From an optimization exercise on the open Yosys and OpenROAD flow, aimed at small area; shortcuts taken in it are not production practice. Only simulation tests tie the RTL to the original design; equivalence was not proved. No activity file was given, so power comes from the tool's default toggle rates.

Setup of the baseline:
Design swb, start of the top module:
module swb #(
    parameter integer CYC_US   = 2,      
    parameter integer TICK_CYC = 1250    
) (
    input  wire        clk,
    input  wire        rst,
    input  wire        req_valid,
    input  wire [15:0] req_word,
    output wire        req_ready,
    input  wire        sb_we,
    input  wire [3:0]  sb_addr,
    input  wire [7:0]  sb_wdata,
    input  wire        reg_we,
    input  wire [3:0]  reg_addr,
    input  wire [31:0] reg_wdata,
    output reg  [31:0] reg_rdata,
    input  wire        ss_pin,
    input  wire        rst_pin,
    output reg         lcd_rs,
    output wire        lcd_rw,
    output reg         lcd_e,
    output reg  [3:0]  lcd_d
);
Size in the first run: roughly 2000 cells after synthesis, roughly 320 flip-flops, about 110 I/O pins, about 0.017 mm2 of cells after synthesis.
export LEC_CHECK = 0
export ABC_AREA = 1
export CAP_MARGIN = 10
export CORE_MARGIN = 2
export CORE_UTILIZATION = 55
export PLACE_DENSITY = 0.7
export SLEW_MARGIN = 10
create_clock -name core_clock -period 25.0 [get_ports {clk}]
standard.sh (not shown) runs the stock make flow with config.mk's settings and CLKGATE_MAP_FILE= SYNTH_SCRIPT=/design/flow/synth_recipe.tcl, a recipe that flattens the netlist after the stock synthesis.
==> flow/flow/run.sh <==
#!/bin/bash
# The standard layout (the standard.sh, standard synthesis unchanged) with
# two arguments changed: ports are buffered with buf_1 instead of the default
# buffer, and CTS uses clkbuf_8 in clusters of at most 18 sinks, without
# dummy loads. make's full output goes to standard.log.
set -euo pipefail
export BUFFER_PORTS_ARGS="-buffer_cell sky130_fd_sc_hd__buf_1"
export CTS_ARGS="-sink_clustering_enable -repair_clock_nets -dont_use_dummy_load -buf_list sky130_fd_sc_hd__clkbuf_8 -sink_clustering_size 18 -sink_clustering_max_diameter 70"
bash standard.sh > standard.log 2>&1
For the candidate, these inputs were changed with respect to the baseline:
--- a/flow/flow/run.sh
+++ b/flow/flow/run.sh
@@ -4 +4 @@
-# buffer, and CTS uses clkbuf_8 in clusters of at most 18 sinks, without
+# buffer, and CTS uses clkbuf_16 in clusters of at most 20 sinks, without
@@ -8 +8 @@
-export CTS_ARGS="-sink_clustering_enable -repair_clock_nets -dont_use_dummy_load -buf_list sky130_fd_sc_hd__clkbuf_8 -sink_clustering_size 18 -sink_clustering_max_diameter 70"
+export CTS_ARGS="-sink_clustering_enable -repair_clock_nets -dont_use_dummy_load -buf_list sky130_fd_sc_hd__clkbuf_16 -sink_clustering_size 20 -sink_clustering_max_diameter 100"
## What came out
- In summary, the candidate completed successfully, with a layout that passed the timing, design-rule and antenna checks.
- Max power consumption across the candidate and the baseline: the candidate
- The candidate: post-synthesis to final-layout area growth is 0.84 points higher than what the baseline reported.
- In the candidate, the final-layout clock buffer total came out 5 below the value in the baseline.

Setup of alpha:
Starting RTL as in the previous note.
## swb
module swb #(
    parameter integer CYC_US   = 2,      
    parameter integer TICK_CYC = 1250    
) (
    input  wire        clk,
    input  wire        rst,
    input  wire        req_valid,
    input  wire [15:0] req_word,
    output wire        req_ready,
    input  wire        sb_we,
    input  wire [3:0]  sb_addr,
    input  wire [7:0]  sb_wdata,
    input  wire        reg_we,
    input  wire [3:0]  reg_addr,
    input  wire [31:0] reg_wdata,
    output reg  [31:0] reg_rdata,
    input  wire        ss_pin,
    input  wire        rst_pin,
    output reg         lcd_rs,
    output wire        lcd_rw,
    output reg         lcd_e,
    output reg  [3:0]  lcd_d
);
    localparam PRESSED_SS = 1'b0, PRESSED_RST = 1'b0;
    localparam [1:0] SES_UNINIT = 2'd0, SES_READY = 2'd2;
    localparam [3:0] OP_INIT = 4'h1, OP_WRSTR = 4'h5;
    localparam [3:0] H_IDLE = 4'd0, H0 = 4'd1, H1 = 4'd2, H1B = 4'd3, H2 = 4'd4,
                     H3 = 4'd5, H4 = 4'd6, H5 = 4'd7, H6 = 4'd8, H7 = 4'd9, H8 = 4'd10;
    localparam [3:0] L_IDLE = 4'd0, L0 = 4'd1, L1 = 4'd2, L2 = 4'd3, L3 = 4'd4,
                     L4 = 4'd5, L5 = 4'd6, L6 = 4'd7, L7 = 4'd8;
  ...
export LEC_CHECK = 0
export ABC_AREA = 1
export CAP_MARGIN = 10
export CORE_MARGIN = 2
export CORE_UTILIZATION = 55
export PLACE_DENSITY = 0.7
export SLEW_MARGIN = 10
create_clock -name core_clock -period 25.0 [get_ports {clk}]
==> flow/flow/run.sh <==
#!/bin/bash
# The standard layout (the standard.sh, standard synthesis unchanged) with
# two arguments changed: ports are buffered with buf_1 instead of the default
# buffer, and CTS uses clkbuf_8 in clusters of at most 22 sinks, without
# dummy loads. make's full output goes to standard.log.
set -euo pipefail
export BUFFER_PORTS_ARGS="-buffer_cell sky130_fd_sc_hd__buf_1"
export CTS_ARGS="-sink_clustering_enable -repair_clock_nets -dont_use_dummy_load -buf_list sky130_fd_sc_hd__clkbuf_8 -sink_clustering_size 22 -sink_clustering_max_diameter 45"
bash standard.sh > standard.log 2>&1
Here is what was changed in the inputs of beta compared with alpha.
==> flow/flow/run.sh <==
#!/bin/bash
# The standard layout (the standard.sh, standard synthesis unchanged) with
# two arguments changed: ports are buffered with buf_1 instead of the default
# buffer, and CTS uses clkbuf_8 in clusters of at most 16 sinks, without
# dummy loads. make's full output goes to standard.log.
set -euo pipefail
export BUFFER_PORTS_ARGS="-buffer_cell sky130_fd_sc_hd__buf_1"
export CTS_ARGS="-sink_clustering_enable -repair_clock_nets -dont_use_dummy_load -buf_list sky130_fd_sc_hd__clkbuf_8 -sink_clustering_size 16 -sink_clustering_max_diameter 50"
bash standard.sh > standard.log 2>&1
Worst reg-to-reg setup slack deteriorates in beta relative to alpha. The detailed-route wire length in beta was lower than what alpha gave. Any difference in final worst-path cycle share between beta and alpha is small enough to ignore. Looking at alpha and beta, the initial cell density of the core is a wash.

afterwards: timing with drivers on the ports:
The flow's constraints put no driver on any port. The routed layouts listed below were extracted and timed again, unchanged, in two steps. Step 1 assumes that a clkbuf_16 drives the clock port and a buf_2 every other input. Step 2, shift: input delay + t, output delay - t, t = (earliest + latest rising clock arrival at the registers) / 2. This alone moves slack from input paths to output paths. Three values: ideal, step 1, step 2; two values: the first two.
| run | t, ns | setup WS [ns] | latest minus earliest clock arrival (ns) | slew at the worst register clock pin (ns) |
|---|---|---|---|---|
| the baseline | 0.626 | 13.143 / 13.122 / 13.122 | 0.080 / 0.080 | 0.11 / 0.11 |
| the candidate | 0.566 | 13.170 / 13.149 / 13.149 | 0.031 / 0.032 | 0.09 / 0.09 |
| alpha | 0.590 | 13.177 / 13.156 / 13.156 | 0.087 / 0.087 | 0.10 / 0.10 |
| beta | 0.596 | 13.191 / 13.169 / 13.169 | 0.058 / 0.058 | 0.10 / 0.10 |
After both steps every run listed still meets setup and hold. For beta, which loses most, drivers alone change the setup slack by -0.022 ns; drivers and shift together by -0.022 ns.
